Source: an optimization exercise on an open RTL-to-GDS flow (aim: small area). Production flows keep margins and buffers that such runs may drop.
The RTL was checked by simulation tests, not by an equivalence proof against the original design.
Power figures rest on the tool's default switching activity, not on a simulated workload.

`design.v`:
```
module mms_sine_rom (
    input  wire [6:0]  i,
    output reg  [14:0] mag
);
    wire [5:0] ni = ~i[5:0];
    wire [6:0] nj;
    assign nj[0] = ~ni[0];
    assign nj[1] = ni[1] ^ ni[0];
    assign nj[2] = ni[2] ^ (&ni[1:0]);
    assign nj[3] = ni[3] ^ (&ni[2:0]);
    assign nj[4] = ni[4] ^ (&ni[3:0]);
    assign nj[5] = ni[5] ^ (&ni[4:0]);
    assign nj[6] = &ni[5:0];
    wire [6:0] j = i[6] ? nj : {1'b0, i[5:0]};
    always @(*) begin
        case (j)
            7'd0: mag = 15'd0;
            7'd1: mag = 15'd804;
            7'd2: mag = 15'd1608;
            7'd3: mag = 15'd2410;
            7'd4: mag = 15'd3212;
            7'd5: mag = 15'd4011;
            7'd6: mag = 15'd4808;
            7'd7: mag = 15'd5602;
            7'd8: mag = 15'd6393;
            7'd9: mag = 15'd7179;
            7'd10: mag = 15'd7962;
            7'd11: mag = 15'd8739;
            7'd12: mag = 15'd9512;
            7'd13: mag = 15'd10278;
            7'd14: mag = 15'd11039;
            7'd15: mag = 15'd11793;
            7'd16: mag = 15'd12539;
            7'd17: mag = 15'd13279;
            7'd18: mag = 15'd14010;
            7'd19: mag = 15'd14732;
            7'd20: mag = 15'd15446;
            7'd21: mag = 15'd16151;
            7'd22: mag = 15'd16846;
            7'd23: mag = 15'd17530;
            7'd24: mag = 15'd18204;
            7'd25: mag = 15'd18868;
            7'd26: mag = 15'd19519;
            7'd27: mag = 15'd20159;
            7'd28: mag = 15'd20787;
            7'd29: mag = 15'd21403;
            7'd30: mag = 15'd22005;
            7'd31: mag = 15'd22594;
            7'd32: mag = 15'd23170;
            7'd33: mag = 15'd23731;
            7'd34: mag = 15'd24279;
            7'd35: mag = 15'd24811;
            7'd36: mag = 15'd25329;
            7'd37: mag = 15'd25832;
            7'd38: mag = 15'd26319;
            7'd39: mag = 15'd26790;
            7'd40: mag = 15'd27245;
            7'd41: mag = 15'd27683;
            7'd42: mag = 15'd28105;
            7'd43: mag = 15'd28510;
            7'd44: mag = 15'd28898;
            7'd45: mag = 15'd29268;
            7'd46: mag = 15'd29621;
            7'd47: mag = 15'd29956;
            7'd48: mag = 15'd30273;
            7'd49: mag = 15'd30571;
            7'd50: mag = 15'd30852;
            7'd51: mag = 15'd31113;
            7'd52: mag = 15'd31356;
            7'd53: mag = 15'd31580;
            7'd54: mag = 15'd31785;
            7'd55: mag = 15'd31971;
            7'd56: mag = 15'd32137;
            7'd57: mag = 15'd32285;
            7'd58: mag = 15'd32412;
            7'd59: mag = 15'd32521;
            7'd60: mag = 15'd32609;
            7'd61: mag = 15'd32678;
            7'd62: mag = 15'd32728;
            7'd63: mag = 15'd32757;
            7'd64: mag = 15'd32767;
            default: mag = 15'd0;
        endcase
    end
endmodule
module mms_div (
    input  wire [22:0] a,
    input  wire [22:0] b,
    input  wire        sub,
    input  wire        cin,
    output wire [22:0] sum
);
    wire [22:0] bx = b ^ {23{sub}};
    wire [23:0] c;
    assign c[0] = cin;
    genvar i;
    generate
        for (i = 0; i < 23; i = i + 1) begin : g_fa
            assign sum[i]   = a[i] ^ bx[i] ^ c[i];
            assign c[i + 1] = (a[i] & bx[i]) | (c[i] & (a[i] ^ bx[i]));
        end
    endgenerate
endmodule
module mms_asc (
    input  wire        clk,
    input  wire        rst,
    input  wire        tick,
    input  wire        cmd_valid,
    input  wire [31:0] cmd_word,
    output wire        ready,
    output wire [31:0] rd_data,
    output wire [15:0] pwm_duty
);
    localparam [2:0] E_IDLE = 3'd0, E_ATTACK = 3'd1, E_DECAY = 3'd2,
                     E_SUSTAIN = 3'd3, E_RELEASE = 3'd4;
    localparam [6:0]
        S_IDLE = 7'd0, S_INIT = 7'd1, S_WR = 7'd2, S_FQ0 = 7'd3,
        S_FQALL = 7'd4, S_FQD1 = 7'd5, W_FQS1 = 7'd6, S_FQS1 = 7'd7,
        S_FQD2 = 7'd8, W_FQS2 = 7'd9, S_FQS2 = 7'd10, S_GE0 = 7'd11,
        S_GE1 = 7'd12, S_GED = 7'd13, S_GE2 = 7'd14, S_GEM = 7'd15,
        S_GE3 = 7'd16, S_GEW = 7'd17, S_WL = 7'd18, W_WLS = 7'd19,
        S_WLS = 7'd20, S_ERR = 7'd21, W_EW = 7'd22, S_EW = 7'd23,
        W_RD = 7'd24, S_RD = 7'd25, W_NON = 7'd26, S_NON = 7'd27,
        S_NOFF = 7'd28, S_FRST = 7'd29, S_TE0 = 7'd30, S_TE1 = 7'd31,
        S_TE2 = 7'd32, S_TE3 = 7'd33, S_EV = 7'd34, S_K1 = 7'd35,
        S_K2 = 7'd36, S_KL = 7'd37, S_EM = 7'd38, S_ED = 7'd39,
        S_EQ1 = 7'd40, S_EQ2 = 7'd41, S_EL = 7'd42, S_EZ = 7'd43,
        S_T1W = 7'd44, S_SC = 7'd45, S_SD = 7'd46, W_LP0 = 7'd47,
        S_LP0 = 7'd48, S_LP1 = 7'd49, S_LPS = 7'd50, S_LP3 = 7'd51,
        S_LP5 = 7'd52, S_LPL = 7'd53, S_GM = 7'd54, S_SAT = 7'd55,
        W_CL1 = 7'd56, S_CL1 = 7'd57, S_CLP = 7'd58, S_CL2 = 7'd59,
        S_CL3 = 7'd60, S_CL4 = 7'd61, S_PM = 7'd62, S_PC = 7'd63,
        S_PK1 = 7'd64, S_PK2 = 7'd65, S_PW = 7'd66, W_NOFF = 7'd67;
    localparam [4:0]
        B_ZERO = 5'd0,  B_E    = 5'd1,  B_M16  = 5'd2,  B_RAW  = 5'd3,
        B_1000 = 5'd4,  B_L    = 5'd5,  B_H    = 5'd6,  B_S    = 5'd7,
        B_REL  = 5'd8,  B_125  = 5'd9,  B_GAIN = 5'd10, B_GE9  = 5'd11,
        B_SAT  = 5'd12, B_LPP  = 5'd13, B_THR  = 5'd14, B_PMAX = 5'd15,
        B_PCEN = 5'd16, B_20K  = 5'd17, B_NCMP = 5'd18, B_FREQ = 5'd19,
        B_M4   = 5'd20;
    localparam [1:0] A_H = 2'd0, A_ZERO = 2'd1, A_SHL = 2'd2;
    localparam [1:0] H_HOLD = 2'd0, H_SUM = 2'd1, H_SHR = 2'd2, H_DIVQ = 2'd3;
    localparam [1:0] L_HOLD = 2'd0, L_LDH = 2'd1, L_SHR = 2'd2, L_LDC = 2'd3;
    localparam [3:0] P_LP1 = 4'd14;    
    localparam [3:0] P_THR = 4'd13;    
    reg [7:0]  idx_r;         
    reg [23:0] freq_hz;
    reg [2:0]  wave_sel;
    reg [15:0] noise_lfsr;
    reg [9:0]  env_amp;
    reg [31:0] env_elapsed;
    reg [9:0]  env_rel_start;
    reg [9:0]  sustain_lvl;
    reg [15:0] tb0;
    reg [15:0] tb1;           
    reg [15:0] tb2;           
    reg [9:0]  env_s_lvl;
    reg [7:0]  gain;
    reg [3:0]  lp_shift;
    reg [15:0] pwm_max;
    reg [15:0] pwm_duty_r;
    reg [8:0]  ge;            
    reg [31:0] phase_acc;     
    reg [31:0] phase_inc;
    reg [31:0] err_word;
    reg [15:0] attack_ms;
    reg [15:0] decay_ms;
    reg [15:0] release_ms;
    reg [15:0] sample_out;
    reg [15:0] pwm_center;
    reg [15:0] sc_ctrl;
    reg [15:0] lp_prev;
    reg [2:0]  env_state;
    reg        err;
    reg [2:0]  err_code;
    reg [6:0]  st;
    reg [5:0]  cnt;
    reg [4:0]  ph;
    reg [4:0]  sel;           
    reg        trans, all1, pc, ic, sticky, nm, gt, dsub;
    reg        t1p, t1r;      
    reg [21:0] H;
    reg [15:0] L;
    assign ready    = (st == S_IDLE);
    assign rd_data  = {H[15:0], L};
    assign pwm_duty = pwm_duty_r;
    function [15:0] ring16(input [15:0] r, input [3:0] p);
        ring16 = ({r, r} << p) >> 16;
    endfunction
    function ge24(input [23:0] x, input [23:0] k);
        integer i;
        reg g, e;
        begin
            g = 1'b0;
            e = 1'b1;
            for (i = 23; i >= 0; i = i - 1) begin
                g = g | (e & x[i] & ~k[i]);
                e = e & ~(x[i] ^ k[i]);
            end
            ge24 = g | e;
        end
    endfunction
    function [5:0] inc6(input [5:0] x);
        integer i;
        reg c;
        begin
            c = 1'b1;
            for (i = 0; i < 6; i = i + 1) begin
                inc6[i] = x[i] ^ c;
                c = c & x[i];
            end
        end
    endfunction
    wire [7:0]  op  = cmd_word[31:24];
    wire [23:0] arg = cmd_word[23:0];
    reg        op_known;
    reg        resv_bad;
    reg        range_bad;
    always @(*) begin
        op_known  = 1'b1;
        resv_bad  = 1'b0;
        range_bad = 1'b0;
        case (op)
            8'h00: resv_bad = (arg != 24'd0);
            8'h01: range_bad = (arg == 24'd0);
            8'h02: begin resv_bad = (arg[23:3] != 0); range_bad = arg[2] & (arg[1] | arg[0]); end
            8'h03, 8'h04, 8'h06, 8'h08, 8'h0A, 8'h0B: resv_bad = (arg[23:16] != 0);
            8'h05: begin resv_bad = (arg[23:10] != 0); range_bad = ge24({14'd0, arg[9:0]}, 24'd1001); end
            8'h07: resv_bad = (arg[23:8] != 0);
            8'h09: resv_bad = (arg[23:4] != 0);
            8'h10: resv_bad = (arg[23:1] != 0);
            8'h11, 8'h12: resv_bad = (arg != 24'd0);
            8'h20: begin resv_bad = (arg[23:5] != 0); range_bad = ge24({19'd0, arg[4:0]}, 24'd27); end
            default: op_known = 1'b0;
        endcase
    end
    wire [2:0] cmd_err_code = (op == 8'h80) ? 3'd2 :
                              !op_known     ? 3'd1 :
                              resv_bad      ? 3'd3 :
                              range_bad     ? 3'd4 : 3'd0;
    wire [7:0]  idx = idx_r;
    wire [14:0] sine_mag;
    mms_sine_rom u_rom (.i(idx[6:0]), .mag(sine_mag));
    wire [6:0] tri_v = idx[7] ? ~idx[6:0] : idx[6:0];
    wire [1:0] tri_c = (tri_v == 7'd127) ? 2'd3 :
                       ge24({17'd0, tri_v}, 24'd85) ? 2'd2 :
                       ge24({17'd0, tri_v}, 24'd43) ? 2'd1 : 2'd0;
    reg [15:0] rv;        
    reg        rsub;      
    reg        rneg;      
    always @(*) begin
        case (wave_sel)
            3'd0:    rv = {1'b0, sine_mag};
            3'd1:    rv = idx[7] ? 16'h8000 : 16'h7FFF;
            3'd2:    rv = {idx, idx} ^ 16'h8000;
            3'd3:    rv = {tri_v, tri_v, tri_c} ^ 16'h8000;
            default: rv = noise_lfsr;
        endcase
        rsub = (wave_sel != 3'd0) & rv[15];
        rneg = (wave_sel == 3'd0) ? idx[7] : rv[15];
    end
    wire [15:0] ncomp = ge24(freq_hz, 24'd4001) ? 16'd64000 : {freq_hz[11:0], 4'd0};
    reg  [1:0]  a_sel;
    reg  [4:0]  b_sel;
    reg         bgate, sub, cin;
    reg  [1:0]  h_op, l_op;
    wire [15:0] lpp_v  = ring16(lp_prev, P_LP1);
    wire [15:0] thr_v  = ring16(sc_ctrl, P_THR);
    wire        sym_v  = sc_ctrl[4'd15 - P_THR];
    reg  [21:0] bv;
    always @(*) begin
        case (b_sel)
            B_E:    bv = {1'b0, env_elapsed[20:0]};
            B_M16:  bv = {2'd0, tb0, 4'd0};
            B_M4:   bv = {4'd0, tb0, 2'd0};
            B_RAW:  bv = {{6{rv[15]}}, rv};
            B_1000: bv = 22'd1000;
            B_L:    bv = {6'd0, L};
            B_S:    bv = {12'd0, env_s_lvl};
            B_REL:  bv = {12'd0, env_rel_start};
            B_125:  bv = 22'd125;
            B_GAIN: bv = {14'd0, gain};
            B_GE9:  bv = {4'd0, ge, 9'd0};
            B_SAT:  bv = H[21] ? 22'h3F8000 : 22'h007FFF;
            B_LPP:  bv = {{6{lpp_v[15]}}, lpp_v};
            B_THR:  bv = {7'd0, thr_v[14:0]};
            B_PMAX: bv = {6'd0, pwm_max};
            B_PCEN: bv = {6'd0, pwm_center};
            B_20K:  bv = 22'd20000;
            B_NCMP: bv = {6'd0, ncomp};
            default: bv = 22'd0;
        endcase
    end
    wire [21:0] bg  = (bgate & ~L[0]) ? 22'd0 : bv;
    wire [22:0] av  = (a_sel == A_ZERO) ? 23'd0 :
                      (a_sel == A_SHL)  ? {H, L[15]} : {shin ? inb : H[21], H};
    wire [22:0] sum;
    mms_div u_add (.a(av), .b({bg[21], bg}), .sub(sub), .cin(cin), .sum(sum));
    wire        pos = ~sum[22];
    function initbit(input [31:0] rv0, input [5:0] w, input [4:0] c);
        reg [31:0] pat;
        begin
            pat = rv0 << (6'd32 - w);
            initbit = pat[c];
        end
    endfunction
    reg en_pa, en_fq, en_ws, en_lf, en_amp, en_el, en_rs,
        en_su, en_t0, en_t1, en_t2, en_sl, en_gn, en_ls,
        en_pm, en_pd, en_ge;
    reg si_pa, si_fq, si_ws, si_lf, si_amp, si_el, si_rs,
        si_su, si_t0, si_t1, si_t2, si_sl, si_gn, si_ls,
        si_pm, si_pd, si_ge;
    reg wr_pi, wr_ew, wr_at, wr_dc, wr_re, wr_so, wr_pce, wr_sc, wr_lp;
    reg wi_pi, wi_ew, wi_at, wi_dc, wi_re, wi_so, wi_pce, wi_sc, wi_lp;
    reg lf_step;
    reg shin, inb;            
    wire c_lt16 = ~cnt[5] & ~cnt[4];
    wire c_lt8  = c_lt16 & ~cnt[3];
    wire c_lt4  = c_lt8 & ~cnt[2];
    wire c_lt3  = c_lt4 & ~(cnt[1] & cnt[0]);
    wire c_lt10 = c_lt16 & ~(cnt[3] & (cnt[2] | cnt[1]));
    wire c_lt11 = c_lt16 & ~(cnt[3] & (cnt[2] | (cnt[1] & cnt[0])));
    wire c_lt24 = ~cnt[5] & ~(cnt[4] & cnt[3]);
    wire c_lt30 = ~cnt[5] & ~(&cnt[4:1]);
    wire       rd_tk = (sel == 5'h0E) | (sel == 5'h0F) | (sel == 5'h11);
    wire [1:0] tk_w  = (sel == 5'h0E) ? 2'd0 : (sel == 5'h0F) ? 2'd1 : 2'd2;
    wire [1:0] tk_r  = (env_state == E_ATTACK) ? 2'd0 :
                       (env_state == E_DECAY || env_state == E_SUSTAIN) ? 2'd1 : 2'd2;
    reg  [1:0] tk_slot;
    always @(*) begin
        case ({tk_w, tk_r})
            4'b00_00, 4'b01_01, 4'b10_10: tk_slot = 2'd0;
            4'b01_00, 4'b10_01, 4'b00_10: tk_slot = 2'd1;
            default:                      tk_slot = 2'd2;
        endcase
    end
    wire tk_t12 = (tk_slot == 2'd0) ? tb0[12] : (tk_slot == 2'd1) ? tb1[12] : tb2[12];
    wire tk_t14 = (tk_slot == 2'd0) ? tb0[14] : (tk_slot == 2'd1) ? tb1[14] : tb2[14];
    wire c_lt20 = ~cnt[5] & ~(cnt[4] & (cnt[3] | cnt[2]));
    wire c_lt18 = ~cnt[5] & ~(cnt[4] & (cnt[3] | cnt[2] | cnt[1]));
    wire tk_x4  = tk_t12 & ~c_lt4 & c_lt20;
    wire tk_x2  = tk_t14 & (|cnt[5:1]) & c_lt18;
    reg  tk_c;
    reg        rd_bit;
    reg        rd_lt;         
    reg        rd_sx;
    wire [10:0] status_w = {err_code, 3'd0, err, 1'b0, env_state};
    always @(*) begin
        rd_lt  = 1'b1;
        rd_sx  = 1'b0;
        rd_bit = 1'b0;
        case (sel)
            5'h00: rd_bit = c_lt11 & status_w[cnt[3:0]];
            5'h01: rd_bit = phase_acc[0];
            5'h02: rd_bit = phase_inc[0];
            5'h03: begin rd_bit = freq_hz[0];     rd_lt = c_lt24; end
            5'h04: begin rd_bit = wave_sel[0];    rd_lt = c_lt3;  end
            5'h05: begin rd_bit = noise_lfsr[0];  rd_lt = c_lt16; end
            5'h06: rd_bit = c_lt3 & env_state[cnt[1:0]];
            5'h07: begin rd_bit = env_amp[0];     rd_lt = c_lt10; end
            5'h08: rd_bit = env_elapsed[0];
            5'h09: begin rd_bit = env_rel_start[0]; rd_lt = c_lt10; end
            5'h0A: begin rd_bit = attack_ms[0];   rd_lt = c_lt16; end
            5'h0B: begin rd_bit = decay_ms[0];    rd_lt = c_lt16; end
            5'h0C: begin rd_bit = sustain_lvl[0]; rd_lt = c_lt10; end
            5'h0D: begin rd_bit = release_ms[0];  rd_lt = c_lt16; end
            5'h0E, 5'h0F, 5'h11: rd_bit = tk_x4 ^ tk_x2 ^ tk_c;
            5'h10: begin rd_bit = env_s_lvl[0];   rd_lt = c_lt10; end
            5'h12: begin rd_bit = gain[0];        rd_lt = c_lt8;  end
            5'h13: begin rd_bit = sc_ctrl[0];     rd_lt = c_lt16; end
            5'h14: begin rd_bit = lp_shift[0];    rd_lt = c_lt4;  end
            5'h15: begin rd_bit = lp_prev[0];     rd_lt = c_lt16; rd_sx = 1'b1; end
            5'h16: begin rd_bit = pwm_max[0];     rd_lt = c_lt16; end
            5'h17: begin rd_bit = pwm_center[0];  rd_lt = c_lt16; end
            5'h18: begin rd_bit = pwm_duty_r[0];  rd_lt = c_lt16; end
            5'h19: begin rd_bit = sample_out[0];  rd_lt = c_lt16; rd_sx = 1'b1; end
            default: rd_bit = err_word[0];
        endcase
    end
    wire rd_on = (st == S_RD) && rd_lt;
    reg [6:0] st_n;
    reg       cnt_clr;
    wire      is_adr = (env_state == E_ATTACK) | (env_state == E_DECAY) |
                       (env_state == E_RELEASE);
    wire      h_ovf = ~((H[21:15] == 7'h00) | (H[21:15] == 7'h7F));
    always @(*) begin
        st_n    = st;
        cnt_clr = 1'b0;
        a_sel   = A_H;
        b_sel   = B_ZERO;
        bgate   = 1'b0;
        sub     = 1'b0;
        cin     = 1'b0;
        h_op    = H_HOLD;
        l_op    = L_HOLD;
        shin    = 1'b0;
        inb     = 1'b0;
        lf_step = 1'b0;
        {en_pa, en_fq, en_ws, en_lf, en_amp, en_el, en_rs,
         en_su, en_t0, en_t1, en_t2, en_sl, en_gn, en_ls,
         en_pm, en_pd, en_ge} = 17'd0;
        {wr_pi, wr_ew, wr_at, wr_dc, wr_re, wr_so, wr_pce, wr_sc, wr_lp} = 9'd0;
        si_pa = phase_acc[0];   si_fq = freq_hz[0];
        si_ws = wave_sel[0];    si_lf = noise_lfsr[0];  si_amp = env_amp[0];
        si_el = env_elapsed[0]; si_rs = env_rel_start[0];
        si_su = sustain_lvl[0];
        si_t0 = tb0[0];        si_t1 = tb1[0];
        si_t2 = tb2[0];        si_sl = env_s_lvl[0];   si_gn = gain[0];
        si_ls = lp_shift[0];
        si_pm = pwm_max[0];     si_pd = pwm_duty_r[0];
        si_ge = ge[0];
        {wi_pi, wi_ew, wi_at, wi_dc, wi_re, wi_so, wi_pce, wi_sc, wi_lp} = 9'd0;
        if (t1r) begin
            si_pa = phase_acc[0] ^ phase_inc[0] ^ pc; en_pa = 1'b1;
            en_lf = (ph == 5'd0); lf_step = 1'b1;
        end
        case (st)
            S_INIT: begin
                {en_pa, en_fq, en_ws, en_lf, en_amp, en_el, en_rs,
                 en_su, en_t0, en_t1, en_t2, en_sl, en_gn, en_ls,
                 en_pm, en_pd, en_ge} = {17{1'b1}};
                {wr_pi, wr_ew, wr_at, wr_dc, wr_re, wr_so, wr_pce, wr_sc, wr_lp} = 9'h1FF;
                si_pa  = 1'b0;  si_fq = 1'b0;  si_ws = 1'b0;
                si_lf  = initbit(32'hACE1, 6'd16, cnt[4:0]);
                si_amp = 1'b0;  si_el = 1'b0;  si_rs = 1'b0;
                si_su  = initbit(32'd700, 6'd10, cnt[4:0]);
                si_t0  = 1'b0;  si_t1 = 1'b0;  si_t2 = 1'b0;  si_sl = 1'b0;
                si_gn  = initbit(32'd128, 6'd8, cnt[4:0]);
                si_ls  = initbit(32'd1, 6'd4, cnt[4:0]);
                si_pm  = initbit(32'd1023, 6'd16, cnt[4:0]);
                si_pd  = initbit(32'd512, 6'd16, cnt[4:0]);
                si_ge  = initbit(32'd128, 6'd9, cnt[4:0]);
                lf_step = 1'b0;
                wi_at  = (ph[3:0] == 4'd1) | (ph[3:0] == 4'd3);                      
                wi_dc  = (ph[3:0] == 4'd1) | (ph[3:0] == 4'd4) | (ph[3:0] == 4'd5);  
                wi_re  = (ph[3:0] == 4'd3) | (ph[3:0] == 4'd6) | (ph[3:0] == 4'd7);  
                wi_pce = (ph[3:0] == 4'd9);                                          
                wi_sc  = (ph[3:0] == 4'd13) | (ph[3:0] == 4'd14);                    
                if (cnt == 6'd31) st_n = S_IDLE;
            end
            S_IDLE: begin
                cnt_clr = 1'b1;
                if (tick) begin
                    st_n = S_TE0;
                end else if (cmd_valid) begin
                    if (cmd_err_code != 3'd0)
                        st_n = S_ERR;
                    else case (op)
                        8'h01, 8'h02, 8'h05, 8'h07,
                        8'h09, 8'h0A: st_n = S_WR;
                        8'h03, 8'h04, 8'h06, 8'h08, 8'h0B: st_n = W_WLS;
                        8'h10: st_n = W_NON;
                        8'h11: st_n = (env_state == E_ATTACK || env_state == E_DECAY ||
                                       env_state == E_SUSTAIN) ? W_NOFF : S_IDLE;
                        8'h12: st_n = S_FRST;
                        8'h20: st_n = W_RD;
                        default: st_n = S_IDLE;
                    endcase
                end
            end
            W_NON:  if (ph[3:0] == 4'd15) st_n = S_NON;
            W_NOFF: if (ph[3:0] == 4'd15) st_n = S_NOFF;
            W_WLS:  if (ph[3:0] == 4'd15) st_n = S_WLS;
            W_EW:   if (ph == 5'd31) st_n = S_EW;
            W_RD:   if (ph == 5'd31) st_n = S_RD;
            W_FQS1: if (ph == 5'd15) st_n = S_FQS1;
            W_FQS2: if (ph == 5'd31) st_n = S_FQS2;
            W_LP0:  if (ph[3:0] == P_LP1 - 4'd2) st_n = S_LP0;
            W_CL1:  if (ph[3:0] == P_THR - 4'd1) st_n = S_CL1;
            S_WR: begin
                h_op = H_SHR; shin = 1'b1; inb = L[0];
                case (sel[3:0])
                    4'h1: begin en_fq = c_lt24; si_fq = L[0]; end
                    4'h2: begin en_ws = c_lt3;  si_ws = L[0]; end
                    4'h5: begin en_su = c_lt10; si_su = L[0]; end
                    4'h7: begin en_gn = c_lt8;  si_gn = L[0]; end
                    4'h9: begin en_ls = c_lt4;  si_ls = L[0]; end
                    default: begin en_pm = c_lt16; si_pm = L[0]; end
                endcase
                if (cnt == 6'd37) begin
                    st_n = (sel[3:0] == 4'h1) ? S_FQ0 :
                           (sel[3:0] == 4'h7) ? S_GE0 : S_IDLE;
                end
            end
            S_WLS: begin
                l_op = L_SHR;
                case (sel[3:0])
                    4'h3:    begin wr_at  = 1'b1; wi_at  = L[0]; end
                    4'h4:    begin wr_dc  = 1'b1; wi_dc  = L[0]; end
                    4'h6:    begin wr_re  = 1'b1; wi_re  = L[0]; end
                    4'h8:    begin wr_sc  = 1'b1; wi_sc  = L[0]; end
                    default: begin wr_pce = 1'b1; wi_pce = L[0]; end
                endcase
                if (cnt == 6'd15) st_n = S_IDLE;
            end
            S_ERR: begin
                st_n = sel[0] ? W_EW : S_EW;
            end
            S_EW: begin
                wr_ew = sel[0]; wi_ew = L[0];
                h_op = H_SHR; shin = 1'b1;               
                if (cnt == 6'd31) st_n = S_IDLE;
            end
            S_RD: begin
                h_op = H_SHR; shin = 1'b1;
                inb = ~cnt[5] & (rd_on ? rd_bit : (rd_sx & H[21]));
                en_pa = ~cnt[5]; en_fq = c_lt24; en_ws = c_lt30; en_lf = ~cnt[5];
                en_amp = c_lt30; en_el = ~cnt[5]; en_rs = c_lt30; en_su = c_lt30;
                en_t0 = ~cnt[5]; en_t1 = 1'b1; en_t2 = 1'b1; en_sl = c_lt30;
                en_gn = ~cnt[5]; en_ls = ~cnt[5]; en_pm = ~cnt[5]; en_pd = ~cnt[5];
                if (cnt == 6'd37) st_n = S_IDLE;
            end
            S_NON: begin
                en_t0 = 1'b1; si_t0 = attack_ms[0];
                en_t1 = 1'b1; si_t1 = decay_ms[0];
                en_t2 = 1'b1; si_t2 = release_ms[0];
                en_sl = c_lt30; si_sl = sustain_lvl[0]; en_su = en_sl;
                en_el = 1'b1; si_el = 1'b0;
                en_amp = c_lt30; si_amp = 1'b0;
                wr_lp = sel[0];
                if (cnt == 6'd31) st_n = S_IDLE;
            end
            S_NOFF: begin
                en_rs = c_lt30; si_rs = env_amp[0]; en_amp = en_rs;
                en_el = 1'b1; si_el = 1'b0;
                if (c_lt16 || env_state == E_ATTACK) begin
                    en_t0 = 1'b1; en_t1 = 1'b1; en_t2 = 1'b1;
                    si_t0 = tb1[0]; si_t1 = tb2[0]; si_t2 = tb0[0];
                end
                if (cnt == 6'd31) st_n = S_IDLE;
            end
            S_FRST: begin
                wr_lp = 1'b1;
                if (cnt == 6'd15) st_n = S_IDLE;
            end
            S_FQ0: begin
                a_sel = A_ZERO; h_op = H_SUM;           
                st_n = ge24(freq_hz, 24'd20000) ? S_FQALL : S_FQD1;
            end
            S_FQALL: begin
                wr_pi = 1'b1; wi_pi = 1'b1;
                if (cnt == 6'd31) st_n = S_GE0;
            end
            S_FQD1, S_FQD2: begin
                a_sel = A_SHL; b_sel = B_20K; sub = ~H[21]; cin = ~H[21]; h_op = H_DIVQ;
                if (cnt == ((st == S_FQD1) ? 6'd31 : 6'd15)) begin
                    st_n = (st == S_FQD1) ? W_FQS1 : W_FQS2;
                end
            end
            S_FQS1, S_FQS2: begin
                wr_pi = 1'b1; wi_pi = L[0]; l_op = L_SHR;
                if (cnt == 6'd15) st_n = (st == S_FQS1) ? S_FQD2 : S_GE0;
            end
            S_GE0: begin
                a_sel = A_ZERO; b_sel = B_NCMP; h_op = H_SUM;
                st_n = S_GE1;
            end
            S_GE1: begin
                l_op = L_LDH; a_sel = A_ZERO; h_op = H_SUM;
                st_n = S_GED;
            end
            S_GED: begin
                a_sel = A_SHL; b_sel = B_125; sub = ~H[21]; cin = ~H[21]; h_op = H_DIVQ;
                if (cnt == 6'd12) st_n = S_GE2;
            end
            S_GE2: begin
                a_sel = A_ZERO; h_op = H_SUM;
                st_n = S_GEM;
            end
            S_GEM: begin
                b_sel = B_GAIN; bgate = 1'b1; h_op = H_SHR;
                if (cnt == 6'd6) st_n = S_GE3;
            end
            S_GE3: begin
                b_sel = B_GAIN; h_op = H_SUM;
                st_n = S_GEW;
            end
            S_GEW: begin
                en_ge = 1'b1; si_ge = H[0]; h_op = H_SHR;
                if (cnt == 6'd8) st_n = S_IDLE;
            end
            S_TE0: begin
                a_sel = A_ZERO; b_sel = B_E; h_op = H_SUM;
                st_n = S_TE1;
            end
            S_TE1: begin
                b_sel = B_M16; sub = 1'b1; cin = 1'b1; h_op = H_SUM;
                st_n = S_TE2;
            end
            S_TE2: begin
                b_sel = B_M4; sub = 1'b1; cin = 1'b1;    
                st_n = S_TE3;
            end
            S_TE3: begin
                st_n = (trans || !is_adr) ? S_EV : S_K1;
            end
            S_EV: begin
                a_sel = A_ZERO; h_op = H_SUM;
                b_sel = (env_state == E_SUSTAIN) ? B_S :
                        (env_state == E_DECAY)   ? B_1000 : B_ZERO;
                st_n = S_EL;
            end
            S_K1: begin
                a_sel = A_ZERO; h_op = H_SUM;
                case (env_state)
                    E_ATTACK: b_sel = B_1000;
                    E_DECAY:  begin b_sel = B_S; sub = 1'b1; cin = 1'b1; end
                    default:  b_sel = B_REL;
                endcase
                st_n = (env_state == E_DECAY) ? S_K2 : S_KL;
            end
            S_K2: begin
                b_sel = B_1000; h_op = H_SUM;
                st_n = S_KL;
            end
            S_KL: begin
                l_op = L_LDH; a_sel = A_ZERO; h_op = H_SUM;
                st_n = S_EM;
            end
            S_EM: begin
                b_sel = B_E; bgate = 1'b1; cin = L[0]; h_op = H_SHR;
                if (cnt == 6'd9) st_n = S_ED;
            end
            S_ED: begin
                if (!cnt[0]) begin
                    a_sel = A_SHL; b_sel = B_M16; sub = ~H[21]; cin = ~H[21]; h_op = H_SUM;
                end else begin
                    b_sel = B_M4; sub = dsub; cin = dsub; h_op = H_DIVQ;
                end
                if (cnt == 6'd19) st_n = (env_state == E_ATTACK) ? S_EZ : S_EQ1;
            end
            S_EQ1: begin
                a_sel = A_ZERO; b_sel = B_L; sub = 1'b1; cin = 1'b1; h_op = H_SUM;
                st_n = S_EQ2;
            end
            S_EQ2: begin
                b_sel = (env_state == E_DECAY) ? B_1000 : B_REL; h_op = H_SUM;
                st_n = S_EL;
            end
            S_EL: begin
                l_op = L_LDH; a_sel = A_ZERO; h_op = H_SUM;
                st_n = S_T1W;
            end
            S_EZ: begin
                a_sel = A_ZERO; h_op = H_SUM;
                st_n = S_T1W;
            end
            S_T1W: begin
                if (!t1p && !t1r) st_n = S_SC;
            end
            S_SC: begin
                b_sel = B_RAW; bgate = 1'b1; sub = rsub; cin = rsub; h_op = H_SHR;
                en_amp = c_lt10; si_amp = L[0];
                en_el = trans | ~all1;
                si_el = trans ? 1'b0 : (env_elapsed[0] ^ ic);
                if (cnt == 6'd15) st_n = S_SD;
            end
            S_SD: begin
                a_sel = A_SHL; b_sel = B_1000; sub = ~H[21]; cin = ~H[21]; h_op = H_DIVQ;
                en_el = trans | ~all1;
                si_el = trans ? 1'b0 : (env_elapsed[0] ^ ic);
                if (cnt == 6'd15) begin st_n = W_LP0; end
            end
            S_LP0: begin
                a_sel = A_ZERO; b_sel = B_L; sub = rneg; cin = rneg; h_op = H_SUM;
                st_n = S_LP1;
            end
            S_LP1: begin
                b_sel = B_LPP; sub = 1'b1; cin = 1'b1; h_op = H_SUM;
                st_n = S_LPS;
            end
            S_LPS: begin
                if (!ge24({20'd0, cnt[3:0]}, {20'd0, lp_shift}) && !cnt[4]) h_op = H_SHR;
                if (cnt == 6'd29) st_n = S_LP3;
            end
            S_LP3: begin
                cin = sticky & ~H[21]; h_op = H_SUM;
                st_n = S_LP5;
            end
            S_LP5: begin
                b_sel = B_LPP; h_op = H_SUM;
                st_n = S_LPL;
            end
            S_LPL: begin
                l_op = L_LDH; a_sel = A_ZERO; h_op = H_SUM;
                st_n = S_GM;
            end
            S_GM: begin
                b_sel = B_GE9; bgate = 1'b1; sub = (cnt == 6'd15); cin = sub; h_op = H_SHR;
                wr_lp = 1'b1; wi_lp = L[0];
                if (trans && env_state == E_DECAY) begin    
                    en_t0 = 1'b1; en_t1 = 1'b1; en_t2 = 1'b1;
                    si_t0 = tb1[0]; si_t1 = tb2[0]; si_t2 = tb0[0];
                end
                if (cnt == 6'd15) st_n = S_SAT;
            end
            S_SAT: begin
                if (h_ovf) begin
                    a_sel = A_ZERO; b_sel = B_SAT; h_op = H_SUM;
                end
                st_n = W_CL1;
            end
            S_CL1: begin
                b_sel = B_THR; sub = ~(sym_v & H[21]);   
                st_n = S_CLP;
            end
            S_CLP: begin
                if (cnt == 6'd14) st_n = S_CL2;
            end
            S_CL2: begin
                if (gt) begin
                    b_sel = B_THR; sub = nm; h_op = H_SHR;
                end
                st_n = S_CL3;
            end
            S_CL3: begin
                if (gt & nm) begin
                    cin = 1'b1; h_op = H_SUM;
                end
                st_n = S_CL4;
            end
            S_CL4: begin
                l_op = L_LDH; a_sel = A_ZERO; h_op = H_SUM;
                st_n = S_PM;
            end
            S_PM: begin
                b_sel = B_PMAX; bgate = 1'b1; sub = (cnt == 6'd15); cin = sub; h_op = H_SHR;
                wr_so = 1'b1; wi_so = L[0];
                if (cnt == 6'd15) st_n = S_PC;
            end
            S_PC: begin
                b_sel = B_PCEN; h_op = H_SUM;
                st_n = S_PK1;
            end
            S_PK1: begin
                if (H[21]) begin
                    a_sel = A_ZERO; h_op = H_SUM;
                end else begin
                    b_sel = B_PMAX; sub = 1'b1;         
                end
                st_n = S_PK2;
            end
            S_PK2: begin
                if (gt) begin
                    a_sel = A_ZERO; b_sel = B_PMAX; h_op = H_SUM;
                end
                st_n = S_PW;
            end
            S_PW: begin
                en_pd = 1'b1; si_pd = H[0]; h_op = H_SHR;
                if (cnt == 6'd15) st_n = S_IDLE;
            end
            default: st_n = S_IDLE;
        endcase
        if (st_n != st) cnt_clr = 1'b1;
    end
    always @(posedge clk) begin
        if (rst) begin
            st        <= S_INIT;
            cnt       <= 6'd0;
            ph        <= 5'd0;
            env_state <= E_IDLE;
            err       <= 1'b0;
            err_code  <= 3'd0;
            t1p       <= 1'b0;
            t1r       <= 1'b0;
        end else begin
            st     <= st_n;
            cnt    <= cnt_clr ? 6'd0 : inc6(cnt);
            ph     <= inc6({1'b0, ph});
            if (st == S_IDLE && !tick && cmd_valid) begin
                sel <= (op == 8'h20 || op == 8'h10) ? arg[4:0] : {1'b0, op[3:0]};
                if (cmd_err_code != 3'd0) begin
                    sel <= {4'd0, ~err};
                    if (!err) begin
                        err      <= 1'b1;
                        err_code <= cmd_err_code;
                    end
                end
            end
            if (st == S_NON)  env_state <= E_ATTACK;
            if (st == S_NOFF && cnt == 6'd31) env_state <= E_RELEASE;
            if (st == S_TE3 && trans)
                env_state <= (env_state == E_ATTACK) ? E_DECAY :
                             (env_state == E_DECAY)  ? E_SUSTAIN : E_IDLE;
            if (st == S_TE2) t1p <= 1'b1;
            if (ph == 5'd31) begin
                if (t1p) begin t1p <= 1'b0; t1r <= 1'b1; end
                else           t1r <= 1'b0;
            end
        end
    end
    always @(posedge clk) begin
        if (st == S_TE2) begin
            trans <= is_adr & ((|env_elapsed[31:21]) | pos | (&sum));
            all1  <= &env_elapsed;
            ic    <= 1'b1;
        end
        if (st == S_SC || st == S_SD) ic <= ic & env_elapsed[0];
        if (ph == 5'd31) pc <= 1'b0;
        else if (t1r) pc <= (phase_acc[0] & phase_inc[0]) | (pc & (phase_acc[0] ^ phase_inc[0]));
        if (st == S_ED && !cnt[0]) dsub <= ~H[21];
        if (st == S_LP1) sticky <= 1'b0;
        tk_c <= (st == S_RD) & ((tk_x4 & tk_x2) | (tk_c & (tk_x4 ^ tk_x2)));
        if (st == S_LPS && h_op == H_SHR) sticky <= sticky | H[0];
        if (st == S_CL1) begin
            nm <= sym_v & H[21];
            gt <= pos ^ (sym_v & H[21]);
        end
        if (st == S_PK1) gt <= ~H[21] & pos;
    end
    wire cmd_acc = (st == S_IDLE) && !tick && cmd_valid;
    always @(posedge clk) begin
        if (cmd_acc) begin
            H <= {6'd0, cmd_word[31:16]};
            L <= cmd_word[15:0];
        end else begin
            case (h_op)
                H_SUM, H_DIVQ: H <= sum[21:0];
                H_SHR:         H <= sum[22:1];
                default: ;
            endcase
            if (h_op == H_SHR)       L <= {sum[0], L[15:1]};
            else if (h_op == H_DIVQ) L <= {L[14:0], pos};
            else if (l_op == L_LDH)  L <= H[15:0];
            else if (l_op == L_SHR)  L <= {1'b0, L[15:1]};
        end
    end
    always @(posedge clk) begin
        if (t1r && ph[4:3] == 2'b11) idx_r <= {si_pa, idx_r[7:1]};
        if (en_fq)  freq_hz       <= {si_fq,  freq_hz[23:1]};
        if (en_ws)  wave_sel      <= {si_ws,  wave_sel[2:1]};
        if (en_lf)  noise_lfsr    <= {si_lf,  noise_lfsr[15:1]} ^
                                     ((lf_step & noise_lfsr[0]) ? 16'h3400 : 16'h0000);
        if (en_amp) env_amp       <= {si_amp, env_amp[9:1]};
        if (en_el)  env_elapsed   <= {si_el,  env_elapsed[31:1]};
        if (en_rs)  env_rel_start <= {si_rs,  env_rel_start[9:1]};
        if (en_su)  sustain_lvl   <= {si_su,  sustain_lvl[9:1]};
        if (en_t0)  tb0          <= {si_t0,  tb0[15:1]};
        if (en_sl)  env_s_lvl     <= {si_sl,  env_s_lvl[9:1]};
        if (en_gn)  gain          <= {si_gn,  gain[7:1]};
        if (en_ls)  lp_shift      <= {si_ls,  lp_shift[3:1]};
        if (en_pm)  pwm_max       <= {si_pm,  pwm_max[15:1]};
        if (en_pd)  pwm_duty_r    <= {si_pd,  pwm_duty_r[15:1]};
        if (en_ge)  ge            <= {si_ge,  ge[8:1]};
    end
    always @(posedge clk) begin
        phase_acc  <= {en_pa  ? si_pa  : phase_acc[0],  phase_acc[31:1]};
        phase_inc  <= {wr_pi  ? wi_pi  : phase_inc[0],  phase_inc[31:1]};
        err_word   <= {wr_ew  ? wi_ew  : err_word[0],   err_word[31:1]};
        attack_ms  <= {wr_at  ? wi_at  : attack_ms[0],  attack_ms[15:1]};
        decay_ms   <= {wr_dc  ? wi_dc  : decay_ms[0],   decay_ms[15:1]};
        release_ms <= {wr_re  ? wi_re  : release_ms[0], release_ms[15:1]};
        sample_out <= {wr_so  ? wi_so  : sample_out[0], sample_out[15:1]};
        pwm_center <= {wr_pce ? wi_pce : pwm_center[0], pwm_center[15:1]};
        sc_ctrl    <= {wr_sc  ? wi_sc  : sc_ctrl[0],    sc_ctrl[15:1]};
        lp_prev    <= {wr_lp  ? wi_lp  : lp_prev[0],    lp_prev[15:1]};
        tb1        <= {en_t1  ? si_t1  : tb1[0],        tb1[15:1]};
        tb2        <= {en_t2  ? si_t2  : tb2[0],        tb2[15:1]};
    end
endmodule
```
`flow/run.sh`:
```
#!/bin/bash
# Standard layout, with buf_1 as the port buffer cell.
set -e
export BUFFER_PORTS_ARGS="-buffer_cell sky130_fd_sc_hd__buf_1"
bash standard.sh > standard.log 2>&1
```
`standard.sh`:
```
#!/bin/bash
# synth_recipe.tcl (not shown) runs the flow's synth.tcl, then flattens the netlist and writes it again
# the make line also repeats each setting of config.mk as NAME=value (left out here)
make -C /OpenROAD-flow-scripts/flow DESIGN_CONFIG=/design/flow/config.mk WORK_HOME=/design/flow/orfs CLKGATE_MAP_FILE= SYNTH_SCRIPT=/design/flow/synth_recipe.tcl "${@:-finish}"
```
`config.mk`:
```
export PLATFORM = sky130hd
export DESIGN_NAME = mms_asc
export DESIGN_NICKNAME = mms_asc
export VERILOG_FILES = /design/flow/design.v
export SDC_FILE = /design/flow/constraint.sdc
export NUM_CORES = 4
export LEC_CHECK = 0
export ABC_AREA = 1
export CAP_MARGIN = 20
export CORE_MARGIN = 2
export CORE_UTILIZATION = 60
export CTS_CLUSTER_DIAMETER = 76
export CTS_CLUSTER_SIZE = 26
export HOLD_SLACK_MARGIN = 0
export PLACE_DENSITY = 0.68
export SLEW_MARGIN = 20
```
`constraint.sdc`:
```
create_clock -name core_clock -period 25.0 [get_ports {clk}]
set_input_delay 5.0000 -clock core_clock [delete_from_list [all_inputs] [get_ports {clk}]]
set_output_delay 5.0000 -clock core_clock [all_outputs]
set_load 0.01 [all_outputs]
```
==> results of run 1 <==
==> per-stage QoR <==
stage	worst slack [ns]	std cells
finish	11.68	3608
global route	10.99	3606
CTS	11.82	3605
detailed placement	11.85	3552
global placement	12.29	3552
floorplan	13.54	3012
==> flip-flops by register name (all words and copies together), names as in the netlist, 22 cells and up <==
name,count
env_elapsed,32
err_word,32
phase_acc,32
phase_inc,32
freq_hz,24
H,22
==> worst max-delay path, delay by kind of cell, from the launching register on <==
family	cells	cell delay, ns
flip-flops	1	0.51
adder cells (fa/ha/maj)	24	8.58
AND/OR/NAND/NOR	13	1.55
AO/OA/AOI/OAI	4	1.32
buffers and inverters	8	1.24
==> cells in the final DEF, fill, tap and decap left out, drive strengths merged, types with 49 or more instances in the layout <==
cell / n
nand2: 850
o21ai: 193
buf: 101
edfxtp: 236
dfxtp: 275
nor2: 403
nor3: 49
nand3: 227
nand4: 74
a21oi: 104
inv: 277
==> report_power, final <==
part,total (µW),switching [µW],internal [µW]
clock network,545,301,244
logic,1220,895,330
registers,1640,262,1380
total,3410,1460,1950
==> cell type report <==
cell class              instances  area, µm²  area share (%)
diodes                          3      7.507         0.02861
clock buffers                  41      813.3           3.100
clock inverters                12      191.4          0.7297
inverters                     277       1042           3.973
multi-input cells            2131      10480           39.95
flip-flops and latches        511      12590           47.99
well taps                     532      665.6           2.537
repair buffers                101      442.9           1.688
==> routing by layer <==
metal / global-route usage [%] / up-vias
met1: 53.48 / 10730
met4: 21.68 / 4
met5: 0 / -
li1: - / 10140
met3: 12.88 / 362
met2: 61.39 / 1893
==> cells by family (layout without fill, tap and decap cells) <==
logic type,after synthesis,in the layout,share of synthesized area (%)
simple gates,1631,1631,28.22
flops,511,511,51.24
compound gates,424,424,10.08
buf+inv,370,431,6.136
fa+ha+maj,57,57,3.636
xor+xnor,18,18,0.6416
mux,1,1,0.04582
other cells,0,3,0
==> final timing paths <==
check,startpoint,endpoint,slack (ns),cells after the start
worst max-delay path,idx_r[0]$_DFFE_PP_,trans$_DFFE_PP_,11.68,49
worst max register to register,idx_r[0]$_DFFE_PP_,trans$_DFFE_PP_,11.68,49
worst min register to register,tb2[6]$_DFF_P_,tb2[5]$_DFF_P_,0.33,0
worst min-delay path,tb2[6]$_DFF_P_,tb2[5]$_DFF_P_,0.33,0
==> run summary, run 1 <==
Die:
- The core region is 0.04065 mm².
- The placement row count is 74.
- The die footprint is 0.04259 mm².
- Measured along the y axis, the die boundary spans 206.4 µm.
- In this run the horizontal extent of the chip is 206.4 µm.
- The starting density of the core is 60.45%.
- 85 I/O pins were placed.

STA:
- The number of max-slew violations in the final report was 0.
- Setup repair after global routing left no endpoint under its margin.
- After layout, the minimum clock period comes to 13.32 ns.
- The final number of hold-violating endpoints is 0.
- The final setup skew is 0.03433 ns.
- After routing, the total negative slack on setup checks comes to 0 ns.
- For the pin with the worst max-slew slack, the measured transition is 1.189 ns.
- Static timing analysis puts the maximum clock frequency at 75.08 MHz.
- In this run the tightest slew margin relative to its limit is 20.41%.
- The worst hold-check slack is 0.3284 ns.
- The worst path uses 53.28% of the clock period.
- The final-report setup violation count is 0.

Routing:
- The total wire length is 88,940 µm.
- Dividing the detail-routed wire length by the instance count gives 24.65 µm.
- Using the TritonRoute via totals, the vias-per-cell ratio works out to 6.410.
- In the routed design, unresolved DRC markers number 0.
- The uppermost layer routed is met5.
- The remaining antenna violation count after routing is 0.
- The first-pass iteration count of the detailed router is 8.
- The total number of vias is 23,130.
- Summed over all nets, wire length on met3 after detailed routing comes to 12,970 µm.
- Wire segments on met2 add up to 37,930 µm in the final route.
- The wire length on met1 is 32,500 µm.
- In this run, the number of DRC markers left after iteration 0 of detailed routing was 3,702.

Synth:
- Yosys mapped a number of flops with a built-in enable equal to 236.
- The area of the mapped netlist is 0.02457 mm².
- The synthesized design spends more area on one cell type than any other, namely edfxtp_1.
- The post-synthesis instance total is 3,012.
- Summed over its instances, the top area cell type makes up 28.84% of the synthesized netlist area.
- The synthesized netlist contains 55 unique library cells.
- The share of synthesized registers carrying an async set or reset is 0%.
- The most used flip-flop cell after synthesis is dfxtp_1.
- Yosys attributes the largest share of cell area to edfxtp_1, dfxtp_1, nand2_1.
- The commonest cells after synthesis are nand2_1, nor2_1, dfxtp_1.
- In the post-synthesis netlist, the cell with the most instances is nand2_1.
- When the netlist entered floorplanning its net count stood at 3,105.
- The average footprint of a synthesized cell is 8.158 µm².
- For this run, the number of Yosys warnings is 2.
- The synthesis-stage register bit count is 511.
- The share of the Yosys chip area taken by registers is 51.24%.

Placed design:
- In this run the cell area measured after placement is 0.02522 mm².
- The global placer's final weighted congestion is 1.076.
- The number of port buffers is 84.
- The half-perimeter wire length after placement is 67,790 µm.

Finish:
- Measured on the finished design, the core utilization comes to 64.55%.
- The area overhead of the layout relative to synthesis is 6.772%.
- The layout cell share with drive strength beyond 1 is 4.523%.
- The net count of the finished layout is 3,144.
- The layout has 3,311 filler cells.
- The post-layout instance area is 0.02624 mm².

Worst setup path:
- The critical setup path kind is flop to flop.
- The sort of element at the start of the critical path is a flop.
- Among all stages on the critical path, the largest delay is contributed by a21boi_1.
- The most numerous cell on the critical path is fa_1.
- The maximum fanout encountered on the critical timing path is 15.
- The required time of the critical path is 25.49 ns.
- The arrival time at the worst endpoint is 13.81 ns.
- The delay of the slowest cell on the worst path is 0.75 ns.
- STA classifies the critical path endpoint as a flop.

Clock tree:
- Gates resized during post-CTS repair numbered 0.
- The clock-pin slew on the worst setup and hold paths is 0.10 ns.
- The count of buffers added by post-CTS timing repair for setup is 0.
- TritonCTS built the clock tree.
- The total clock buffers created by CTS is 29.
- The maximum buffer depth of the clock tree is 3.
- The hold buffer count at cts is 0.
- For this design, the sink count on the clock tree is 511.
- The maximum level of the CTS H-tree is 1.
- The clock root buffer is clkbuf_16.
- The clock insertion delay at the later pin of the skew report is 0.62 ns.

Flow run:
- The number of violations of the max-capacitance limit is 0.

Worst hold path:
- In this run the worst hold path is classified as flop to flop.

Power:
- The worst-case IR drop observed on VDD is 94.78 µV.
- The total power per unit cell area is 129.9 mW/mm².
- The overall power of the completed layout is 3408 µW.
- For this design the static power due to leakage is 0.01126 µW.

Global routing:
- After global routing the overflow that remains totals 0.
- The number of antenna violations at the first check in global routing came to 3.
- For this run, the total global-route usage over all layers was measured as 41.09%.
- The via count of the first global-routing pass came to 21,790.
- Entering global routing, the biggest net connects 44 pins.
- The first global-routing pass estimated 130,400 µm of wire.

Outcome:
- The run finished with no timing, DRC or antenna violations.
==> inputs of run 2 (changes only) <==
==> flow/run.sh (replaced) <==
#!/bin/bash
# Standard layout, with buf_1 as the port buffer cell and CTS without dummy loads.
set -e
export BUFFER_PORTS_ARGS="-buffer_cell sky130_fd_sc_hd__buf_1"
export CTS_ARGS="-sink_clustering_enable -repair_clock_nets -sink_clustering_size 26 -sink_clustering_max_diameter 76 -dont_use_dummy_load"
bash standard.sh > standard.log 2>&1
==> run 2 against run 1 <==
  * Synthesized area is the same
  * Sequential share of layout area rose by 0.53 points
  * Clock skew grew 0.037 ns
  * Sequential power about the same
  * Cell count decreased by 0.72%
  * Design area decreased by 1.1%
==> run summary, run 2 <==
Outcome:
- The flow ran to the end and the layout has no timing, DRC or antenna violations.

Die:
- The starting density of the core is 60.45% (unchanged).
- The boundary pin count is 85 (unchanged).
- The placement row count is 74 (unchanged).
- The die height came to 206.4 µm (unchanged).
- The die footprint came to 0.04259 mm² (unchanged).
- The total core area is 0.04065 mm² (unchanged).
- The horizontal extent of the die is 206.4 µm (unchanged).

Synth:
- Summed over all instances, the cell type with the most area after synthesis is edfxtp_1.
- In the synthesized netlist the dominant register cell turns out to be dfxtp_1.
- By count the netlist is led by nand2_1, nor2_1, dfxtp_1.
- The number of synthesized flops with an enable pin is 236 (unchanged).
- The average footprint of a synthesized cell came to 8.158 µm² (unchanged).
- By area the synthesized netlist is led by edfxtp_1, dfxtp_1, nand2_1.
- The post-synthesis instance total is 3,012 (unchanged).
- The share of synthesized registers carrying an async set or reset is 0% (unchanged).
- The cell with the most instances after synthesis is nand2_1.
- The synthesis-stage register bit count is 511 (unchanged).
- The sequential share of the synthesized area is 51.24% (unchanged).
- The area of the mapped netlist is 0.02457 mm² (unchanged).
- The unique cell type count in the Yosys netlist is 55 (unchanged).
- The top-area cell type share of the netlist area was 28.84% (unchanged).
- The total number of yosys warnings is 2 (unchanged).
- The net count after synthesis came to 3,105 (unchanged).

Global routing:
- The global-route wire length before repair is 130,300 µm (-0.11%).
- The number of antenna violations at the first check in global routing is 1 (-2).
- The via count of the first global-routing pass is 21,720 (-0.30%).
- The aggregate global-route resource usage came to 41.07% (about the same).
- The leftover overflow at the end of global routing is 0 (unchanged).
- The pin count of the biggest net entering global routing is 44 (unchanged).

Power:
- The clock network fraction of design power was 13.9% (-2.1 points).
- The combinational fraction of design power came to 36.8% (+0.9 points).
- The total power per unit cell area is 128.0 mW/mm² (-1.4%).
- The peak supply drop is 92.15 µV (-2.8%).
- The sequential power share came to 49.3% (+1.2 points).
- The net switching power of the design is 1411 µW (-3.2%).
- The leakage power is 0.01114 µW (-1.1%).
- The internal power was 1911 µW (-2.0%).
- The switching share of total power is 42.48% (-0.31 points).

STA:
- The highest attainable clock frequency came to 75.00 MHz (-0.10%).
- Setup repair after global routing left no endpoint under its margin.
- The setup TNS after final layout is 0 ns (unchanged).
- The post-layout minimum cycle time is 13.33 ns (+0.01370 ns).
- The final setup skew is 0.07104 ns (+0.03671 ns).
- The pin slew with the least headroom to its limit is 1.155 ns (-0.03439 ns).
- The number of max-slew violations in the final report was 0 (unchanged).
- The final worst-path cycle share is 53.33% (+0.055 points).
- The final-report setup violation count is 0 (unchanged).
- The final number of hold-violating endpoints was 0 (unchanged).
- The relative max-transition margin is 22.72% (+2.3 points).

Routing:
- The first-pass iteration count of the detailed router was 10 (+2).
- The post-detailed-route via-to-cell ratio was 6.432 (+0.34%).
- The total number of vias is 23,040 (-0.38%).
- The wire length per cell after detailed routing is 24.74 µm (+0.38%).
- The total wire length is 88,630 µm (-0.34%).
- The number of remaining DRC errors is 0 (unchanged).
- The remaining antenna violation count after routing came to 0 (unchanged).
- The initial detailed-routing violation count is 3,647 (-1.5%).

Clock tree:
- The number of gates given a new drive strength after cts is 0 (unchanged).
- The cell sitting at the root of the clock tree is a clkbuf_16.
- The clock insertion delay at the later pin of the skew report is 0.62 ns (about the same).
- The count of buffers added by post-CTS timing repair for setup is 0 (unchanged).
- The hold buffer count at cts came to 0 (unchanged).
- The clock-pin slew on the worst setup and hold paths is 0.09 ns (about the same).
- The maximum buffer depth of the clock tree is 3 (unchanged).
- TritonCTS built the clock tree.
- The clock sink total is 511 (unchanged).
- The maximum level of the CTS H-tree is 1 (unchanged).
- The total clock buffers created by CTS is 29 (unchanged).

Worst setup path:
- STA classifies the critical path endpoint as a flop.
- The cell with the biggest individual delay on the critical path is a21boi_1.
- The reg2reg setup slack came to 11.67 ns (about the same).
- The startpoint of the most critical register-to-register path is idx_r[0]$_DFFE_PP_.
- The maximum fanout encountered on the critical timing path is 15 (unchanged).
- The most numerous cell on the critical path is fa_1.
- The required time of the critical path came to 25.48 ns (about the same).
- The destination of the worst register-to-register timing path is trans$_DFFE_PP_.
- The sort of element at the start of the critical path is a flop.
- The delay of the slowest cell on the worst path came to 0.76 ns (about the same).
- The arrival time at the worst endpoint is 13.81 ns (about the same).
- The cell depth of the worst flop-to-flop path is 49 (unchanged).
- The critical setup path kind is flop to flop.

Finish:
- The post-layout instance area is 0.02595 mm² (-1.1%).
- From synthesis to final layout, the design area changed by 5.616%.
- The utilization of the core after routing is 63.85% (-0.70 points).
- The count of nets after finishing is 3,144 (unchanged).
- The library cell used most frequently in the layout, excluding fill and tap cells, is nand2_1.
- The library cells used most frequently in the layout, excluding fill and tap cells, are nand2_1, nor2_1, dfxtp_1.
- The layout cell share with drive strength beyond 1 was 4.100% (-0.42 points).
- The count of filler cells inserted in the layout is 3,346 (+1.1%).

Worst hold path:
- In this run the worst hold path is classified as flop to flop.
- The worst hold path depth was 0 (unchanged).
- The source of the worst hold timing path is phase_inc[15]$_DFF_P_.
- For hold timing, the worst endpoint is phase_inc[14]$_DFF_P_.

Placed design:
- The number of port buffers is 84 (unchanged).
- The global placer's final weighted congestion came to 1.076 (unchanged).
- The half-perimeter wire length after placement is 67,790 µm (unchanged).
- The placed standard-cell area is 0.02522 mm² (unchanged).

Flow run:
- The number of violations of the max-capacitance limit is 0 (unchanged).
## run 2: worst max-delay path, delay by kind of cell (launching register included)
kind | cells | cell delay, ns
AOI/OAI and AO/OA | 4 | 1.34
and+or+nand+nor | 13 | 1.54
adders and majority gates | 24 | 8.56
DFF | 1 | 0.51
buffers and inverters | 8 | 1.25
## run 2: kinds of logic after synthesis
kind of cell / after synthesis / share of synthesized area, %
mux: 1 / 0.04582
flops: 511 / 51.24
compound gates: 424 / 10.08
buf+inv: 370 / 6.136
fa+ha+maj: 57 / 3.636
xor+xnor: 18 / 0.6416
simple gates: 1631 / 28.22
## run 2: layer usage
metal | vias to the layer above | track usage (%) | part of all wire [%]
met5 | - | 0 | 0.015
met4 | 2 | 20.87 | 6.0
met3 | 350 | 12.80 | 15
met1 | 10650 | 54.05 | 37
li1 | 10120 | - | -
met2 | 1918 | 61.10 | 42
## run 2: area by class of cell
class	count	area (µm²)	area share [%]
diodes	1	2.502	0.009642
clock buffers	29	725.7	2.796
multi-input cells	2131	10480	40.39
inverters	277	1042	4.016
well taps	532	665.6	2.565
flip-flops and latches	511	12590	48.52
repair buffers	101	442.9	1.707
## run 2: worst max path at each step
stage / end / slack (ns) / cells after the start / from
global placement: trans$_DFFE_PP_ / 12.29 / 49 / idx_r[0]$_DFFE_PP_
floorplan: trans$_DFFE_PP_ / 13.54 / 50 / idx_r[0]$_DFFE_PP_
finish: trans$_DFFE_PP_ / 11.67 / 49 / idx_r[0]$_DFFE_PP_
CTS: trans$_DFFE_PP_ / 11.82 / 49 / idx_r[0]$_DFFE_PP_
detailed placement: trans$_DFFE_PP_ / 11.85 / 49 / idx_r[0]$_DFFE_PP_
global route: trans$_DFFE_PP_ / 10.98 / 49 / idx_r[0]$_DFFE_PP_
## run 2: per-stage QoR
step	power, µW	instances	hold slack (ns)	worst slack [ns]
2_1_floorplan	2274	3012	0.3096	13.54
3_3_place_gp	2717	3552	0.3096	12.29
3_5_place_dp	2772	3552	0.3121	11.85
4_1_cts	3237	3581	0.2990	11.82
5_1_grt	3440	3581	0.2930	10.98
6_report	3322	3582	0.3012	11.67
## run 2: power by group through the flow
stage	Combinational [µW]	Sequential [µW]	Clock (µW)
6_report	1220	1640	462
5_1_grt	1300	1650	489
4_1_cts	1160	1620	463
3_5_place_dp	1140	1630	0
3_3_place_gp	1110	1600	0
2_1_floorplan	767	1510	0
==> inputs of run 3 (changes only) <==
==> flow/run.sh (replaced) <==
#!/bin/bash
# Standard layout, with buf_1 as the port buffer cell, clkbuf_8 leaf clock buffers, no dummy loads.
set -e
export BUFFER_PORTS_ARGS="-buffer_cell sky130_fd_sc_hd__buf_1"
export CTS_ARGS="-sink_clustering_enable -repair_clock_nets -sink_clustering_size 16 -sink_clustering_max_diameter 60 -sink_clustering_buffer sky130_fd_sc_hd__clkbuf_8 -dont_use_dummy_load"
bash standard.sh > standard.log 2>&1
==> run 3 against run 2 <==
  * Synthesized area unchanged
  * Power fell by 1.1%
  * First-iteration DRC count is 1.7% lower
  * Routed wire length shrank 0.73%
  * Global-route usage is 0.20 points lower
  * Cell count increased by 0.39%
  * Die area unchanged
  * Non-clock buffer count unchanged
  * Critical path type unchanged
==> run summary, run 3 <==
Power:
- The leakage power came to 0.01111 µW (-0.20%).
- The peak supply drop is 87.54 µV (-5.0%).
- The net switching power of the design is 1406 µW (-0.36%).
- The total power per unit cell area is 127.0 mW/mm² (-0.83%).
- The sequential power share is 49.8% (+0.5 points).
- The internal power was 1879 µW (-1.7%).
- The clock network fraction of design power is 13.2% (-0.7 points).
- The switching share of total power is 42.81% (+0.33 points).
- The combinational fraction of design power is 37.0% (+0.2 points).

Worst setup path:
- The most numerous cell on the critical path is fa_1.
- The delay of the slowest cell on the worst path is 0.75 ns (about the same).
- The nature of the critical path endpoint is a flop.
- The family of cells with the greatest summed delay on the critical path is adder cells.
- The cell depth of the worst setup path came to 49 (unchanged).
- The count of buffering cells on the critical path with inverters included came to 8 (unchanged).
- The maximum fanout encountered on the critical timing path is 15 (unchanged).
- The required time of the critical path is 25.43 ns (-0.05 ns).
- The sort of element at the start of the critical path is a flop.
- The arrival time at the worst endpoint was 13.72 ns (-0.09 ns).
- Among all stages on the critical path, the largest delay is contributed by a21boi_1.
- The critical setup path kind is flop to flop.
- The cell depth of the worst flop-to-flop path came to 49 (unchanged).

Synth:
- The synthesis-stage register bit count is 511 (unchanged).
- The cell with the most instances after synthesis is nand2_1.
- The average footprint of a synthesized cell is 8.158 µm² (unchanged).
- After synthesis, the cell types taking the most area are edfxtp_1, dfxtp_1, nand2_1.
- The number of synthesized flops with an enable pin was 236 (unchanged).
- The area of the mapped netlist is 0.02457 mm² (unchanged).
- The sequential share of the synthesized area was 51.24% (unchanged).
- The unique cell type count in the Yosys netlist came to 55 (unchanged).
- The post-synthesis instance total is 3,012 (unchanged).
- The top-area cell type share of the netlist area came to 28.84% (unchanged).
- In the synthesized netlist, the cells that appear most often are nand2_1, nor2_1, dfxtp_1.
- The net count after synthesis is 3,105 (unchanged).
- The share of synthesized registers carrying an async set or reset is 0% (unchanged).
- The library cell occupying the most area in the post-synthesis netlist is edfxtp_1.
- In the synthesized netlist the dominant register cell turns out to be dfxtp_1.
- The total number of yosys warnings is 2 (unchanged).

Global routing:
- The pin count of the biggest net entering global routing is 44 (unchanged).
- The via count of the first global-routing pass came to 21,670 (-0.21%).
- The global-route wire length before repair is 129,500 µm (-0.65%).
- The leftover overflow at the end of global routing is 0 (unchanged).
- The aggregate global-route resource usage is 40.87% (-0.20 points).
- The number of antenna violations at the first check in global routing is 2 (+1).

Placed design:
- The placed instance count is 3,552 (unchanged).
- The number of port buffers is 84 (unchanged).
- The worst slack after detailed placement is 11.85 ns (unchanged).
- The global placer's final weighted congestion came to 1.076 (unchanged).
- The half-perimeter wire length after placement came to 67,790 µm (unchanged).

Die:
- The die height is 206.4 µm (unchanged).
- The horizontal extent of the die is 206.4 µm (unchanged).
- The starting density of the core is 60.45% (unchanged).
- The placement row count is 74 (unchanged).
- The die footprint was 0.04259 mm² (unchanged).
- The total core area is 0.04065 mm² (unchanged).
- The boundary pin count was 85 (unchanged).

STA:
- The final-report setup violation count was 0 (unchanged).
- The pin slew with the least headroom to its limit is 1.157 ns (+0.002128 ns).
- The worst-case setup margin in the final layout is 11.71 ns (+0.04290 ns).
- The relative max-transition margin is 22.57% (-0.14 points).
- Setup repair after global routing left no endpoint under its margin.
- The number of max-slew violations in the final report was 0 (unchanged).
- The final worst-path cycle share was 53.16% (-0.17 points).
- The final setup skew is 0.08303 ns (+0.01199 ns).
- The highest attainable clock frequency is 75.24 MHz (+0.32%).
- The final number of hold-violating endpoints is 0 (unchanged).
- The post-layout minimum cycle time is 13.29 ns (-0.04290 ns).
- The setup TNS after final layout is 0 ns (unchanged).

Clock tree:
- The clock insertion delay at the later pin of the skew report is 0.56 ns (-0.06 ns).
- Clock tree synthesis selected as its root buffer the cell clkbuf_16.
- The hold buffer count at cts came to 0 (unchanged).
- The clock sink total is 511 (unchanged).
- The count of buffers added by post-CTS timing repair for setup came to 0 (unchanged).
- The number of gates given a new drive strength after cts came to 0 (unchanged).
- The maximum level of the CTS H-tree is 2 (+1).
- The total clock buffers created by CTS is 43 (+48%).
- The clock tree from TritonCTS is built.
- The clock-pin slew on the worst setup and hold paths is 0.10 ns (about the same).
- The maximum buffer depth of the clock tree is 3 (unchanged).

Finish:
- The count of filler cells inserted in the layout is 3,366 (+0.60%).
- Leaving out fill and tap cells, the most frequent cell in the layout is nand2_1.
- The layout cell share with drive strength beyond 1 is 4.538% (+0.44 points).
- The non-filler instance count after layout came to 3,596 (+0.39%).
- Leaving out fill and tap cells, the most frequent cells in the layout are nand2_1, nor2_1, dfxtp_1.
- The area overhead of the layout relative to synthesis is 5.301%.
- The count of nets after finishing was 3,158 (+0.45%).

Routing:
- The number of remaining DRC errors is 0 (unchanged).
- The first-pass iteration count of the detailed router is 8 (-2).
- The total wire length is 87,980 µm (-0.73%).
- The wire length per cell after detailed routing is 24.47 µm (-1.1%).
- The post-detailed-route via-to-cell ratio was 6.414 (-0.28%).
- The total number of vias was 23,070 (+0.11%).
- The initial detailed-routing violation count is 3,586 (-1.7%).
- The remaining antenna violation count after routing is 0 (unchanged).

Worst hold path:
- The worst hold path depth is 0 (unchanged).
- The min-delay analysis places its worst path in the category flop to flop.

Outcome:
- The flow ran to the end and the layout has no timing, DRC or antenna violations.

Flow run:
- The number of violations of the max-capacitance limit came to 0 (unchanged).
==> run 3: worst reg2reg max path, delay by kind of cell, from the launching register on <==
family,cells,cell delay [ns]
AOI/OAI and AO/OA,4,1.33
adders and majority gates,24,8.58
buffers and inverters,8,1.26
DFF,1,0.50
and+or+nand+nor,13,1.57
==> run 3: final timing paths <==
path,slack [ns],to,startpoint
hold / removal,0.31,phase_inc[14]$_DFF_P_,phase_inc[15]$_DFF_P_
setup reg to reg,11.71,trans$_DFFE_PP_,idx_r[0]$_DFFE_PP_
hold reg to reg,0.31,phase_inc[14]$_DFF_P_,phase_inc[15]$_DFF_P_
setup / recovery,11.71,trans$_DFFE_PP_,idx_r[0]$_DFFE_PP_
==> run 3: metal layers <==
layer  vias to the layer above  GRT usage, %  part of all wire [%]
met5                         -         1.786                  0.17
met4                         4         20.89                   6.1
met3                       375         13.23                    14
met2                      1854         61.15                    43
met1                     10700         52.97                    37
li1                      10130             -                     -
==> run 3: layout make-up <==
cell class                      count  area [µm²]  area share (%)
Multi-Input combinational cell   2131       10480           40.51
Timing Repair Buffer              101       442.9           1.712
Clock buffer                       43       648.1           2.505
Antenna cell                        1       2.502        0.009671
Inverter                          277        1042           4.028
Sequential cell                   511       12590           48.67
Tap cell                          532       665.6           2.573
==> run 3: metrics by stage <==
stage	power, µW	hold WS (ns)	utilization (%)	instance area (µm²)
after floorplan	2274	0.3096	-	24570
after global placement	2717	0.3096	62.06	25220
after detailed placement	2772	0.3121	62.06	25220
after CTS	3202	0.3130	63.65	25870
after global routing	3405	0.3035	63.65	25870
final	3285	0.3121	63.66	25870
==> run 3: cell families after synthesis <==
logic type | after synthesis | share of synthesized area [%]
xor gates and xnor gates | 18 | 0.6416
and+or+nand+nor | 1631 | 28.22
adders and majority gates | 57 | 3.636
buffers and inverters | 370 | 6.136
DFF | 511 | 51.24
muxes | 1 | 0.04582
AOI/OAI and AO/OA | 424 | 10.08
==> run 3: power by group through the flow <==
| stage | logic [µW] | clock network [µW] | registers (µW) |
|---|---|---|---|
| final | 1220 | 433 | 1640 |
| after global routing | 1300 | 458 | 1650 |
| after CTS | 1150 | 434 | 1620 |
| after detailed placement | 1140 | 0 | 1630 |
| after global placement | 1110 | 0 | 1600 |
| after floorplan | 767 | 0 | 1510 |

separate check: timing with driven ports:
The results above use ideal ports. As a check the final layouts listed here were re-extracted and re-timed, cells and wires unchanged. Step 1, drivers: a clkbuf_16 drives clk and a buf_2 each remaining input, both assumed. Step 2 times the ports against the registers' clock, not the clock port: input delays grow and output delays shrink by t, the midpoint of the rising clock arrivals with the driver on. a / b / c = no drivers / after step 1 / after step 2; a / b = the first two.
run | t (ns) | setup slack, ns | hold slack, ns | worst register clock-pin slew, ns
run 1 | 0.657 | 11.680 / 11.680 / 11.680 | 0.328 / 0.328 / 0.328 | 0.10 / 0.10
run 2 | 0.639 | 11.667 / 11.667 / 11.667 | 0.301 / 0.301 / 0.301 | 0.10 / 0.10
run 3 | 0.584 | 11.710 / 11.710 / 11.710 | 0.312 / 0.312 / 0.312 | 0.11 / 0.11
After both steps setup and hold are still met in every run listed.
